What follows belongs to an exercise in optimizing a design on an open flow for small area; a production flow would make more cautious choices.
In this exercise RTL edits were held to simulation tests only and were not proved equivalent to the original.

==> inputs of run E <==
==> flow/design.v <==
module grabber_codec (
    input  wire [27:0] word,
    output wire [23:0] data,
    output wire        spare,
    output wire        lval,
    output wire        fval,
    output wire        dval
);
    assign data[0]  = word[0];
    assign data[1]  = word[1];
    assign data[2]  = word[2];
    assign data[3]  = word[3];
    assign data[4]  = word[4];
    assign data[5]  = word[6];
    assign data[6]  = word[27];
    assign data[7]  = word[5];
    assign data[8]  = word[7];
    assign data[9]  = word[8];
    assign data[10] = word[9];
    assign data[11] = word[12];
    assign data[12] = word[13];
    assign data[13] = word[14];
    assign data[14] = word[10];
    assign data[15] = word[11];
    assign data[16] = word[15];
    assign data[17] = word[18];
    assign data[18] = word[19];
    assign data[19] = word[20];
    assign data[20] = word[21];
    assign data[21] = word[22];
    assign data[22] = word[16];
    assign data[23] = word[17];
    assign spare = word[23];
    assign lval  = word[24];
    assign fval  = word[25];
    assign dval  = word[26];
endmodule
module grabber_parser #(
    parameter W = 10
) (
    input  wire         clk,
    input  wire         rst,
    input  wire [27:0]  word,
    output wire [W-1:0] s_x,
    output wire [W-1:0] s_y,
    output wire [9:0]   s_val1,
    output wire         s_stb1,
    output wire         s_eof
);
    wire [23:0] data;
    wire        spare, lval, fval, dval;
    grabber_codec u_codec (
        .word (word),
        .data (data),
        .spare(spare),
        .lval (lval),
        .fval (fval),
        .dval (dval)
    );
    reg [W-1:0] x;
    reg [W-1:0] y;
    reg         last_lval;
    reg         last_fval;
    reg         stb1;
    reg [9:0]   val1;
    assign s_x    = x;
    assign s_y    = y;
    assign s_val1 = val1;
    assign s_stb1 = stb1;
    assign s_eof  = ~fval;
    always @(posedge clk) begin
        if (rst) begin
            x         <= {W{1'b0}};
            y         <= {W{1'b0}};
            last_lval <= 1'b0;
            last_fval <= 1'b0;
            stb1      <= 1'b0;
        end else begin
            if (lval)
                x <= x + 1'b1;
            else
                x <= {W{1'b0}};
            if (!fval)
                y <= {W{1'b0}};
            else if (!lval && last_lval && last_fval)
                y <= y + 1'b1;
            last_lval <= lval;
            last_fval <= fval;
            stb1      <= dval;
        end
    end
    always @(posedge clk)
        val1 <= {2'b00, data[7:0]} + {2'b00, data[15:8]} + {2'b00, data[23:16]};
endmodule
module grabber_roi_engine #(
    parameter W     = 10,
    parameter SHIFT = 0,
    parameter SUM_W = 30
) (
    input  wire             clk,
    input  wire             rst,
    input  wire [W-1:0]     s_x,
    input  wire [W-1:0]     s_y,
    input  wire [9:0]       s_val1,
    input  wire             s_stb1,
    input  wire             s_eof,
    input  wire             ack,
    input  wire             we,
    input  wire [1:0]       sel,
    input  wire [W-1:0]     wval,
    output wire [SUM_W-1:0] sum,
    output wire             out_strobe
);
    localparam PV_W = 10 - SHIFT;
    localparam HI_W = SUM_W - PV_W;
    localparam BLK  = 5;
    reg [W-1:0]    x0, x1, y0, y1;
    reg            x_good, y_good;
    reg [PV_W-1:0] lo;
    reg            cp;
    reg [HI_W-1:0] hi;
    reg            done;
    reg            ostb;
    assign out_strobe = ostb;
    wire [W-1:0] wv  = rst ? {W{1'b0}} : wval;
    wire         wx0 = rst | (we & (sel == 2'd0));
    wire         wx1 = rst | (we & (sel == 2'd1));
    wire         wy0 = rst | (we & (sel == 2'd2));
    wire         wy1 = rst | (we & (sel == 2'd3));
    always @(posedge clk) begin
        if (wx0) x0 <= wv;
        if (wx1) x1 <= wv;
        if (wy0) y0 <= wv;
        if (wy1) y1 <= wv;
    end
    wire xg = (s_x != x1) & ((s_x == x0) | x_good);
    wire yg = (s_y != y1) & ((s_y == y0) | y_good);
    wire add = x_good & y_good & s_stb1;
    wire clr = ostb & ack;
    wire zap = rst | clr;
    wire [PV_W-1:0] g = s_val1[9:SHIFT] & {PV_W{add}};
    wire [PV_W:0]   lc;
    wire [PV_W-1:0] ls;
    assign lc[0] = 1'b0;
    wire [HI_W:0]   hc;
    wire [HI_W-1:0] hs;
    assign hc[0] = cp;
    genvar i;
    generate
        for (i = 0; i < PV_W; i = i + 1) begin : g_lo
            assign ls[i]   = lo[i] ^ g[i] ^ lc[i];
            assign lc[i+1] = (lo[i] & g[i]) | (lc[i] & (lo[i] ^ g[i]));
        end
        for (i = 0; i < HI_W; i = i + 1) begin : g_hi
            assign hs[i] = hi[i] ^ hc[i];
            if ((i + 1) % BLK == 0)
                assign hc[i+1] = hc[i+1-BLK] & (&hi[i:i+1-BLK]);
            else
                assign hc[i+1] = hc[i] & hi[i];
        end
    endgenerate
    assign sum = {hs, lo};
    always @(posedge clk) begin
        if (zap) begin
            lo <= {PV_W{1'b0}};
            cp <= 1'b0;
            hi <= {HI_W{1'b0}};
        end else begin
            lo <= ls;
            cp <= lc[PV_W];
            hi <= hs;
        end
    end
    always @(posedge clk) begin
        if (rst) begin
            x_good <= 1'b0;
            y_good <= 1'b0;
            done   <= 1'b0;
            ostb   <= 1'b0;
        end else begin
            x_good <= xg;
            y_good <= yg;
            if (clr) begin
                done <= 1'b0;
                ostb <= 1'b0;
            end else begin
                done <= done | add;
                ostb <= ostb | (done & s_eof);
            end
        end
    end
endmodule
module grabber (
    input  wire                clk,
    input  wire                rst,
    input  wire [27:0]         word,
    input  wire [4*16-1:0]     hctl,
    input  wire [10*16-1:0]    hval,
    output wire [30*16-1:0]    sum_o,
    output wire [16-1:0]       out_strobe
);
    localparam N_ENG = 16;
    localparam W     = 10;
    localparam OUT_W = 30;
    wire [W-1:0] s_x, s_y;
    wire [9:0]   s_val1;
    wire         s_stb1, s_eof;
    grabber_parser #(.W(W)) u_parser (
        .clk   (clk),
        .rst   (rst),
        .word  (word),
        .s_x   (s_x),
        .s_y   (s_y),
        .s_val1(s_val1),
        .s_stb1(s_stb1),
        .s_eof (s_eof)
    );
    genvar k;
    generate
        for (k = 0; k < N_ENG; k = k + 1) begin : g_eng
            localparam SHIFT = k / 4;
            localparam SUM_W = OUT_W - SHIFT;
            wire [SUM_W-1:0] sum_k;
            grabber_roi_engine #(.W(W), .SHIFT(SHIFT), .SUM_W(SUM_W)) u_eng (
                .clk       (clk),
                .rst       (rst),
                .s_x       (s_x),
                .s_y       (s_y),
                .s_val1    (s_val1),
                .s_stb1    (s_stb1),
                .s_eof     (s_eof),
                .ack       (hctl[4*k+3]),
                .we        (hctl[4*k+2]),
                .sel       (hctl[4*k+1:4*k]),
                .wval      (hval[W*k +: W]),
                .sum       (sum_k),
                .out_strobe(out_strobe[k])
            );
            assign sum_o[OUT_W*k +: OUT_W] = {{SHIFT{1'b0}}, sum_k};
        end
    endgenerate
endmodule
==> flow/flow/run.sh <==
#!/bin/bash
# Standard layout, with small port buffers and a clock tree without dummy loads.
set -euo pipefail
bash standard.sh \
  "BUFFER_PORTS_ARGS=-buffer_cell sky130_fd_sc_hd__buf_1" \
  "CTS_ARGS=-sink_clustering_enable -repair_clock_nets -dont_use_dummy_load -buf_list sky130_fd_sc_hd__clkbuf_8 -sink_clustering_size 20 -sink_clustering_max_diameter 55" \
  finish > flow_make.log 2>&1
==> flow/standard.sh <==
#!/bin/bash
# synth_recipe.tcl (not shown) runs the flow's synth.tcl, then flattens the netlist and writes it again
# the make line also repeats each setting of config.mk as NAME=value (left out here)
make -C /OpenROAD-flow-scripts/flow DESIGN_CONFIG=/design/flow/config.mk WORK_HOME=/design/flow/orfs CLKGATE_MAP_FILE= SYNTH_SCRIPT=/design/flow/synth_recipe.tcl "${@:-finish}"
==> flow/config.mk <==
export PLATFORM = sky130hd
export DESIGN_NAME = grabber
export DESIGN_NICKNAME = grabber
export VERILOG_FILES = /design/flow/design.v
export SDC_FILE = /design/flow/constraint.sdc
export NUM_CORES = 4
export LEC_CHECK = 0
export CAP_MARGIN = 0
export CORE_MARGIN = 2
export CORE_UTILIZATION = 30
export PLACE_DENSITY = 0.5
export SLEW_MARGIN = 0
==> flow/constraint.sdc <==
create_clock -name core_clock -period 5.0 [get_ports {clk}]
set_input_delay 1.0000 -clock core_clock [delete_from_list [all_inputs] [get_ports {clk}]]
set_output_delay 1.0000 -clock core_clock [all_outputs]
set_load 0.01 [all_outputs]
==> run Y (differences from run E) <==
==> flow/flow/run.sh (replaced) <==
#!/bin/bash
# Standard layout, with port buffers and clock tree built from small cells.
set -euo pipefail
bash standard.sh \
  "BUFFER_PORTS_ARGS=-buffer_cell sky130_fd_sc_hd__buf_1" \
  finish > flow_make.log 2>&1
--- a/flow/config.mk
+++ b/flow/config.mk
@@ -6,7 +6,7 @@
 export NUM_CORES = 4
 export LEC_CHECK = 0
-export CAP_MARGIN = 0
+export CAP_MARGIN = 20
 export CORE_MARGIN = 2
 export CORE_UTILIZATION = 30
 export PLACE_DENSITY = 0.5
-export SLEW_MARGIN = 0
+export SLEW_MARGIN = 20
==> results.cfg <==
[setup_path]
critPathMaxStageDelay_ns = 0.46
reg2reg_depth = 16

[global_route]
grt_pass1_wl_um = 227000
use_met2_pct = 30.67
grt_pass1_vias = 32630

[power_and_ir_drop]
combPwrFrac_pct = 6.2
intPower_mw = 17.91
finalPower_mw = 23.47

[timing]
period_share_pct = 93.47
fin_ws_ns = 0.3264
holdWs_ns = 0.4288

[clock_tree]
cts_buffers = 142

[place]
dp_hpwl_um = 119600

[outcome]
status = finished clean

[cells_and_area]
sh_seq_area_pct = 48.37
# the run above: run Y

==> results.cfg <==
[power_and_ir_drop]
finalPower_mw = 18.50
combPwrFrac_pct = 7.8

[outcome]
status = finished clean

[cells_and_area]
sh_seq_area_pct = 50.85

[global_route]
grt_pass1_wl_um = 226400
grt_pass1_vias = 32248
use_met2_pct = 31.09

[place]
dp_hpwl_um = 119400

[timing]
fin_ws_ns = 0.3552
# the run above: run E

port drivers added, routing unchanged:
The results above use ideal ports. As a check the final layouts listed here were re-extracted and re-timed, cells and wires unchanged. Step 1 assumes that a clkbuf_16 drives the clock port and a buf_2 every other input. Step 2 moves the port delays by t, midway between the first and last clock arrival at a register: inputs arrive t later, outputs are due t later. That takes back most of the time a late clock gives input paths. Slacks: no drivers / after step 1 / after step 2; pairs: no drivers / after step 1.
| run | shift t [ns] | slack for setup (ns) | worst setup path at the end | slew at the worst register clock pin (ns) | pins driven straight from the clock port |
|---|---|---|---|---|---|
| run E | 0.930 | 0.355 / 0.355 / 0.355 | register to register | 0.11 / 0.11 | 1 |
| run Y | 0.864 | 0.326 / 0.326 / 0.326 | register to register | 0.06 / 0.06 | 1 |
After both steps every run listed still meets setup and hold.
